This is an optimization exercise on Yosys and OpenROAD, whose aim is small area, a short achievable clock period and few clock cycles, not a production implementation. RTL that was checked went through simulation tests only; none was proved equivalent to the original. Power is estimated from default activity; no workload was simulated.

## job 1937
==> flow/design.v <==
module lenet_engine (
    input  wire        clk,
    input  wire        rst,         
    input  wire        start,
    input  wire [3:0]  op,
    output wire        busy,
    output reg         done,
    output reg         act_re,
    output reg  [14:0] act_raddr,
    input  wire [15:0] act_rdata,
    output reg         act_we,
    output reg  [14:0] act_waddr,
    output reg  [15:0] act_wdata,
    output reg         wt_re,
    output reg  [18:0] wt_raddr,
    input  wire [15:0] wt_rdata
);
    localparam [14:0] IMG_BASE   = 15'd0;
    localparam [14:0] C1_BASE    = 15'd784;
    localparam [14:0] P1_BASE    = 15'd12304;
    localparam [14:0] C2_BASE    = 15'd15184;
    localparam [14:0] P2_BASE    = 15'd17744;
    localparam [14:0] H1_BASE    = 15'd18384;
    localparam [14:0] LOGIT_BASE = 15'd18784;
    localparam [18:0] WC1_BASE = 19'd0;
    localparam [18:0] BC1_BASE = 19'd500;
    localparam [18:0] WC2_BASE = 19'd520;
    localparam [18:0] BC2_BASE = 19'd20520;
    localparam [18:0] WF1_BASE = 19'd20560;
    localparam [18:0] BF1_BASE = 19'd276560;
    localparam [18:0] WF2_BASE = 19'd276960;
    localparam [18:0] BF2_BASE = 19'd280960;
    reg        busy_r;
    reg        run;           
    reg        init;          
    reg  [6:1] st;            
    reg        fwd;           
    assign busy = busy_r;
    wire s_conv = st[1] | st[3];
    wire s_pool = st[2] | st[4];
    wire s_fc   = st[5] | st[6];
    reg [2:0] kx, ky;         
    reg [9:0] z;              
    reg [4:0] ox, oy;         
    reg [8:0] k;              
    reg       k_end;          
    reg [18:0] wsave;         
    reg i_bias;               
    reg i_first;              
    wire [14:0] in_base = ({15{st[1]}} & IMG_BASE) | ({15{st[2]}} & C1_BASE) |
                          ({15{st[3]}} & P1_BASE)  | ({15{st[4]}} & C2_BASE) |
                          ({15{st[5]}} & P2_BASE)  | ({15{st[6]}} & H1_BASE);
    wire [18:0] w_base  = ({19{st[1]}} & WC1_BASE) | ({19{st[3]}} & WC2_BASE) |
                          ({19{st[5]}} & WF1_BASE) | ({19{st[6]}} & WF2_BASE);
    wire [18:0] b_base  = ({19{st[1]}} & BC1_BASE) | ({19{st[3]}} & BC2_BASE) |
                          ({19{st[5]}} & BF1_BASE) | ({19{st[6]}} & BF2_BASE);
    wire [2:0]  kx0 = s_pool ? 3'd3 : 3'd4;
    wire [9:0]  z0  = ({10{st[3]}} & 10'd19) | ({10{st[5]}} & 10'd639) | ({10{st[6]}} & 10'd399);
    wire [4:0]  o0  = ({5{st[1]}} & 5'd23) | ({5{st[2]}} & 5'd11) |
                      ({5{st[3]}} & 5'd7)  | ({5{st[4]}} & 5'd3);
    wire [8:0]  k_last = ({9{st[1] | st[2]}} & 9'd19) | ({9{st[3] | st[4]}} & 9'd39) |
                         ({9{st[5]}} & 9'd399) | ({9{st[6]}} & 9'd9);
    wire kx0_z   = (kx == 3'd0);
    wire ky0_z   = (ky == 3'd0);
    wire z0_z    = (z == 10'd0);
    wire mac_end = z0_z & (s_fc | (kx0_z & ky0_z));
    wire ox_end  = (ox == 5'd0);
    wire oy_end  = (oy == 5'd0);
    wire plane_end = ox_end & oy_end;
    wire out_end = k_end & (s_fc | plane_end);
    wire chan_next = s_fc | plane_end;               
    reg [14:0] a_step;
    always @(*) begin
        a_step = 15'd1;
        if (s_pool) begin
            if (kx == 3'd2) a_step = st[2] ? 15'd23 : 15'd7;          
        end else if (s_conv && kx0_z) begin
            if (!ky0_z)     a_step = st[1] ? 15'd24 : 15'd8;          
            else            a_step = 15'd92;                          
        end
    end
    reg [14:0] o_step;
    always @(*) begin
        if (!ox_end)
            o_step = st[1] ? -15'd115 : st[3] ? -15'd2787 : st[2] ? -15'd23 : -15'd7;
        else
            o_step = st[1] ? -15'd111 : st[3] ? -15'd2783 : 15'd1;
    end
    wire o_load = s_fc | (s_conv & plane_end);      
    wire stage_last = !fwd | st[6];
    wire start_ok = start && !busy_r;
    wire op_run   = (op == 4'd15) || (op >= 4'd1 && op <= 4'd6);
    wire out_step = run & (s_pool ? kx0_z : i_bias);
    always @(posedge clk) begin
        if (rst) begin
            busy_r <= 1'b0;
            run    <= 1'b0;
            init   <= 1'b0;
            act_re <= 1'b0;
            wt_re  <= 1'b0;
            i_bias <= 1'b0;
        end else begin
            if (start_ok) begin
                busy_r <= 1'b1;
                fwd    <= (op == 4'd15);
                st     <= (op == 4'd15) ? 6'b000001 : (6'b000001 << (op[2:0] - 3'd1));
                init   <= op_run;
            end
            if (w_end)
                busy_r <= 1'b0;
            if (init) begin
                init <= 1'b0;
                run  <= 1'b1;
                act_raddr <= in_base;
                wt_raddr  <= w_base;
                wsave     <= w_base;
                i_bias    <= 1'b0;
                act_re    <= 1'b1;
                wt_re     <= !s_pool;
            end else if (run) begin
                if (!s_pool && !i_bias && !mac_end) begin
                    act_raddr <= act_raddr + a_step;
                    wt_raddr  <= wt_raddr + 19'd1;
                end else if (!s_pool && !i_bias) begin
                    i_bias   <= 1'b1;
                    act_re   <= 1'b0;
                    wt_raddr <= b_base + {10'd0, k};
                    if (chan_next)
                        wsave <= wt_raddr + 19'd1;
                    act_raddr <= o_load ? in_base : act_raddr + o_step;
                end else if (s_pool && !kx0_z) begin
                    act_raddr <= act_raddr + a_step;
                end else begin
                    i_bias   <= 1'b0;
                    wt_raddr <= wsave;
                    if (s_pool)
                        act_raddr <= act_raddr + o_step;
                    act_re <= 1'b1;
                    if (out_end) begin
                        act_re <= 1'b0;
                        wt_re  <= 1'b0;
                        run    <= 1'b0;
                        if (!stage_last) begin
                            st   <= st << 1;
                            init <= 1'b1;
                        end
                    end
                end
            end
        end
    end
    always @(posedge clk) begin
        if (init) begin
            kx <= kx0; ky <= 3'd4; z <= z0; ox <= o0; oy <= o0; k <= 9'd0;
            k_end <= 1'b0;
            i_first <= 1'b1;
        end else if (run) begin
            if (out_step) begin
                kx <= kx0; ky <= 3'd4; z <= z0;
                i_first <= 1'b1;
                if (chan_next) begin
                    ox <= o0; oy <= o0; k <= k + 9'd1;
                    k_end <= (k + 9'd1 == k_last);
                end else if (ox_end) begin
                    ox <= o0; oy <= oy - 5'd1;
                end else
                    ox <= ox - 5'd1;
            end else if (!i_bias) begin
                i_first <= 1'b0;
                if (s_fc) begin
                    z <= z - 10'd1;
                end else if (!kx0_z || s_pool) begin
                    kx <= kx - 3'd1;
                end else begin
                    kx <= 3'd4;
                    if (!ky0_z)
                        ky <= ky - 3'd1;
                    else begin
                        ky <= 3'd4;
                        z  <= z - 10'd1;
                    end
                end
            end
        end
    end
    reg d_end, r_end, m_end, a_end, w_end;
    reg d_bias, d_pool, d_first, d_last, d_relu;
    reg r_first, r_last, r_relu, r_pool;
    reg m_first, m_last, m_relu;
    reg fin, fin_relu;
    reg signed [15:0] a_r;
    reg [7:0] bd_one, bd_two, bd_neg;        
    reg [31:0] s_r, c_r;
    reg [31:0] acc;       
    reg        acc_cy;
    wire cmd_end = (out_step && out_end && stage_last) || (start_ok && !op_run);
    wire fin_nx  = m_last || (r_last && r_pool);
    always @(posedge clk) begin
        if (rst) begin
            d_end <= 1'b0; r_end <= 1'b0; m_end <= 1'b0; a_end <= 1'b0; w_end <= 1'b0;
            done  <= 1'b0;
            d_last <= 1'b0; r_last <= 1'b0; m_last <= 1'b0;
            d_pool <= 1'b0; r_pool <= 1'b0;
            fin    <= 1'b0;
            act_we <= 1'b0;
        end else begin
            d_end <= cmd_end;
            r_end <= d_end;
            m_end <= r_end;
            a_end <= m_end;
            w_end <= a_end;
            done  <= w_end;
            d_last <= out_step;
            d_pool <= run && s_pool;
            r_last <= d_last;
            r_pool <= d_pool;
            m_last <= r_last && !r_pool;
            fin    <= fin_nx;
            act_we <= fin;
        end
    end
    wire [16:0] wx = {wt_rdata, 1'b0};
    reg  [7:0] bo, bt, bn;
    integer j;
    always @(*) begin
        for (j = 0; j < 8; j = j + 1) begin
            bo[j] = wx[2*j] ^ wx[2*j+1];
            bt[j] = (wx[2*j+2] ^ wx[2*j+1]) & ~(wx[2*j] ^ wx[2*j+1]);
            bn[j] = wx[2*j+2] & ~(wx[2*j+1] & wx[2*j]);
        end
    end
    reg [31:0] row [0:8];
    reg [16:0] sel;
    integer i2;
    always @(*) begin
        row[8] = 32'hAAAB0000;              
        for (i2 = 0; i2 < 8; i2 = i2 + 1) begin
            sel = (({17{bd_one[i2]}} & {a_r[15], a_r}) | ({17{bd_two[i2]}} & {a_r, 1'b0})) ^
                  {17{bd_neg[i2]}};
            row[i2] = {15'd0, ~sel[16], sel[15:0]} << (2*i2);
            row[8]  = row[8] | ({31'd0, bd_neg[i2]} << (2*i2));
        end
    end
    function [63:0] csa;                    
        input [31:0] x, y, w;
        csa = {((x & y) | (x & w) | (y & w)) << 1, x ^ y ^ w};
    endfunction
    wire [63:0] l1a = csa(row[0], row[1], row[2]);
    wire [63:0] l1b = csa(row[3], row[4], row[5]);
    wire [63:0] l1c = csa(row[6], row[7], row[8]);
    wire [63:0] l2a = csa(l1a[31:0], l1a[63:32], l1b[31:0]);
    wire [63:0] l2b = csa(l1b[63:32], l1c[31:0], l1c[63:32]);
    wire [63:0] l3a = csa(l2a[31:0], l2a[63:32], l2b[31:0]);
    wire [63:0] l4a = csa(l3a[31:0], l3a[63:32], l2b[63:32]);
    wire [31:0] acc_in = m_first ? 32'd0 : acc;
    wire        cy_in  = m_first ? 1'b0 : acc_cy;
    wire [63:0] l5a    = csa(acc_in, s_r, c_r);
    wire [16:0] lo_sum = l5a[15:0] + l5a[47:32];
    wire [15:0] hi_sum = l5a[31:16] + l5a[63:48] + {15'd0, cy_in};
    wire [31:0] acc_sum = {hi_sum, lo_sum[15:0]};
    wire [15:0] acc_hi = acc[31:16] + {15'd0, acc_cy};    
    always @(posedge clk) begin
        d_bias  <= i_bias;
        d_first <= i_first && !i_bias;
        d_relu  <= !s_pool && !st[6];
        a_r <= d_bias ? 16'sd256 : $signed(act_rdata);
        bd_one <= bo; bd_two <= bt; bd_neg <= bn;
        r_first <= d_first; r_relu <= d_relu;
        s_r <= l4a[31:0];
        c_r <= l4a[63:32];
        m_first <= r_first; m_relu <= r_relu;
        acc_cy     <= r_pool ? 1'b0 : lo_sum[16];
        acc[31:24] <= acc_sum[31:24];
        acc[7:0]   <= acc_sum[7:0];
        if (r_pool) begin
            if (r_first || (a_r > $signed(acc[23:8])))
                acc[23:8] <= a_r;
        end else
            acc[23:8] <= acc_sum[23:8];
        fin_relu <= r_pool ? 1'b0 : m_relu;
        if (start_ok)
            act_waddr <= (op == 4'd15) ? (C1_BASE - 15'd1) :
                         ({15{op[2:0] == 3'd1}} & (C1_BASE - 15'd1)) |
                         ({15{op[2:0] == 3'd2}} & (P1_BASE - 15'd1)) |
                         ({15{op[2:0] == 3'd3}} & (C2_BASE - 15'd1)) |
                         ({15{op[2:0] == 3'd4}} & (P2_BASE - 15'd1)) |
                         ({15{op[2:0] == 3'd5}} & (H1_BASE - 15'd1)) |
                         ({15{op[2:0] == 3'd6}} & (LOGIT_BASE - 15'd1));
        else if (fin)
            act_waddr <= act_waddr + 15'd1;
        act_wdata <= (fin_relu && acc_hi[15]) ? 16'd0 : {acc_hi[7:0], acc[15:8]};
    end
endmodule
clock: 10.0 ns
lec_check: 0
abc_clock_period_in_ps: 3000
cap_margin: 20
core_margin: 2
core_utilization: 40
cts_cluster_diameter: 100
cts_cluster_size: 24
slew_margin: 20
standard.sh (not shown) runs the stock make flow with config.mk's settings and CLKGATE_MAP_FILE= SYNTH_SCRIPT=/design/flow/synth_recipe.tcl, a recipe that flattens the netlist after the stock synthesis.
==> flow/flow/run.sh <==
#!/bin/bash
set -euo pipefail
bash standard.sh SETUP_SLACK_MARGIN=7.0 finish > flow_make.log 2>&1
Testbench counts of job 1937, summed over its fixed seeds: cycles 7,426,332.
## Diff of input files: job 3680 against job 1937
--- a/flow/design.v
+++ b/flow/design.v
@@ -190,10 +190,11 @@
     reg fin, fin_relu;
     reg signed [15:0] a_r;
     reg [7:0] bd_one, bd_two, bd_neg;        
     reg [31:0] s_r, c_r;
-    reg [31:0] acc;       
-    reg        acc_cy;
+    reg [31:0] acc;
+    reg signed [15:0] pm;                    
+    reg fin_pool;
     wire cmd_end = (out_step && out_end && stage_last) || (start_ok && !op_run);
     wire fin_nx  = m_last || (r_last && r_pool);
     always @(posedge clk) begin
         if (rst) begin
@@ -234,10 +235,10 @@
     integer i2;
     always @(*) begin
         row[8] = 32'hAAAB0000;              
         for (i2 = 0; i2 < 8; i2 = i2 + 1) begin
-            sel = (({17{bd_one[i2]}} & {a_r[15], a_r}) | ({17{bd_two[i2]}} & {a_r, 1'b0})) ^
-                  {17{bd_neg[i2]}};
+            sel = bd_one[i2] ? {a_r[15], a_r} : (bd_two[i2] ? {a_r, 1'b0} : 17'd0);
+            if (bd_neg[i2]) sel = ~sel;
             row[i2] = {15'd0, ~sel[16], sel[15:0]} << (2*i2);
             row[8]  = row[8] | ({31'd0, bd_neg[i2]} << (2*i2));
         end
     end
@@ -252,14 +253,10 @@
     wire [63:0] l2b = csa(l1b[63:32], l1c[31:0], l1c[63:32]);
     wire [63:0] l3a = csa(l2a[31:0], l2a[63:32], l2b[31:0]);
     wire [63:0] l4a = csa(l3a[31:0], l3a[63:32], l2b[63:32]);
     wire [31:0] acc_in = m_first ? 32'd0 : acc;
-    wire        cy_in  = m_first ? 1'b0 : acc_cy;
-    wire [63:0] l5a    = csa(acc_in, s_r, c_r);
-    wire [16:0] lo_sum = l5a[15:0] + l5a[47:32];
-    wire [15:0] hi_sum = l5a[31:16] + l5a[63:48] + {15'd0, cy_in};
-    wire [31:0] acc_sum = {hi_sum, lo_sum[15:0]};
-    wire [15:0] acc_hi = acc[31:16] + {15'd0, acc_cy};    
+    wire [63:0] l5a = csa(acc_in, s_r, c_r);
+    wire [31:0] acc_sum = l5a[31:0] + l5a[63:32];
     always @(posedge clk) begin
         d_bias  <= i_bias;
         d_first <= i_first && !i_bias;
         d_relu  <= !s_pool && !st[6];
@@ -268,17 +265,13 @@
         r_first <= d_first; r_relu <= d_relu;
         s_r <= l4a[31:0];
         c_r <= l4a[63:32];
         m_first <= r_first; m_relu <= r_relu;
-        acc_cy     <= r_pool ? 1'b0 : lo_sum[16];
-        acc[31:24] <= acc_sum[31:24];
-        acc[7:0]   <= acc_sum[7:0];
-        if (r_pool) begin
-            if (r_first || (a_r > $signed(acc[23:8])))
-                acc[23:8] <= a_r;
-        end else
-            acc[23:8] <= acc_sum[23:8];
-        fin_relu <= r_pool ? 1'b0 : m_relu;
+        acc <= acc_sum;
+        if (r_pool && (r_first || (a_r > pm)))
+            pm <= a_r;
+        fin_relu <= m_relu;
+        fin_pool <= r_pool;
         if (start_ok)
             act_waddr <= (op == 4'd15) ? (C1_BASE - 15'd1) :
                          ({15{op[2:0] == 3'd1}} & (C1_BASE - 15'd1)) |
                          ({15{op[2:0] == 3'd2}} & (P1_BASE - 15'd1)) |
@@ -287,7 +280,7 @@
                          ({15{op[2:0] == 3'd5}} & (H1_BASE - 15'd1)) |
                          ({15{op[2:0] == 3'd6}} & (LOGIT_BASE - 15'd1));
         else if (fin)
             act_waddr <= act_waddr + 15'd1;
-        act_wdata <= (fin_relu && acc_hi[15]) ? 16'd0 : {acc_hi[7:0], acc[15:8]};
+        act_wdata <= fin_pool ? pm : (fin_relu && acc[31]) ? 16'd0 : acc[23:8];
     end
 endmodule
Findings:
| power after layout | job 3680 vs job 1937 | 0.26 mW higher |. Comparing job 3680 and job 1937, the lower total of fill cells in the finished design is on job 1937. Cmp job 3680 vs job 1937: area added between synthesis and finish higher in job 3680. For reported sequential group power, job 3680 and job 1937 come out practically identical. Against job 1937 as the reference, job 3680 delivers a higher number of stages on the worst setup path. Global routing met1 resource utilization in job 3680 is 0.29 points below job 1937. [compare] base=job 1937 new=job 3680: flip-flop and latch count grew by 5.6%, post-route standard cell area excluding fillers grew by about 5%. Job 1937 reports its kind of critical path as reg2out while job 3680 reports reg2reg. Job 1937 -> job 3680: final net count increased by a little under 10%. Comparing transition time at the pin with the least slew margin for job 3680 and job 1937, the smaller number came from job 3680. Worst setup slack after placement was higher in the run labelled job 1937. Sequential share of cell area (job 3680 over job 1937): decrease, 0.17 points.
No functional check of the RTL was part of job 3680.

==> static timing again, ports no longer ideal <==
In the flow no input, the clock included, has a driving cell. The finished layouts below were timed again as built, in two steps. Step 1, drivers: a clkbuf_16 drives clk and a buf_2 each remaining input, both assumed. Step 2 times the ports against the registers' clock, not the clock port: input delays grow and output delays shrink by t, the midpoint of the rising clock arrivals with the driver on. a / b / c = ideal ports / drivers / drivers and shift; a / b = the first two.
| run | t, ns | setup WS [ns] | worst register clock-pin slew, ns | cell pins on the clock port's net |
|---|---|---|---|---|
| job 1937 | 0.584 | 6.812 / 6.756 / 6.475 | 0.11 / 0.11 | 1 |
| job 3680 | 0.577 | 6.790 / 6.777 / 6.501 | 0.10 / 0.10 | 1 |
After both steps every run listed still meets setup and hold. For job 1937, which loses most, drivers alone change the setup slack by -0.056 ns; drivers and shift together by -0.337 ns.
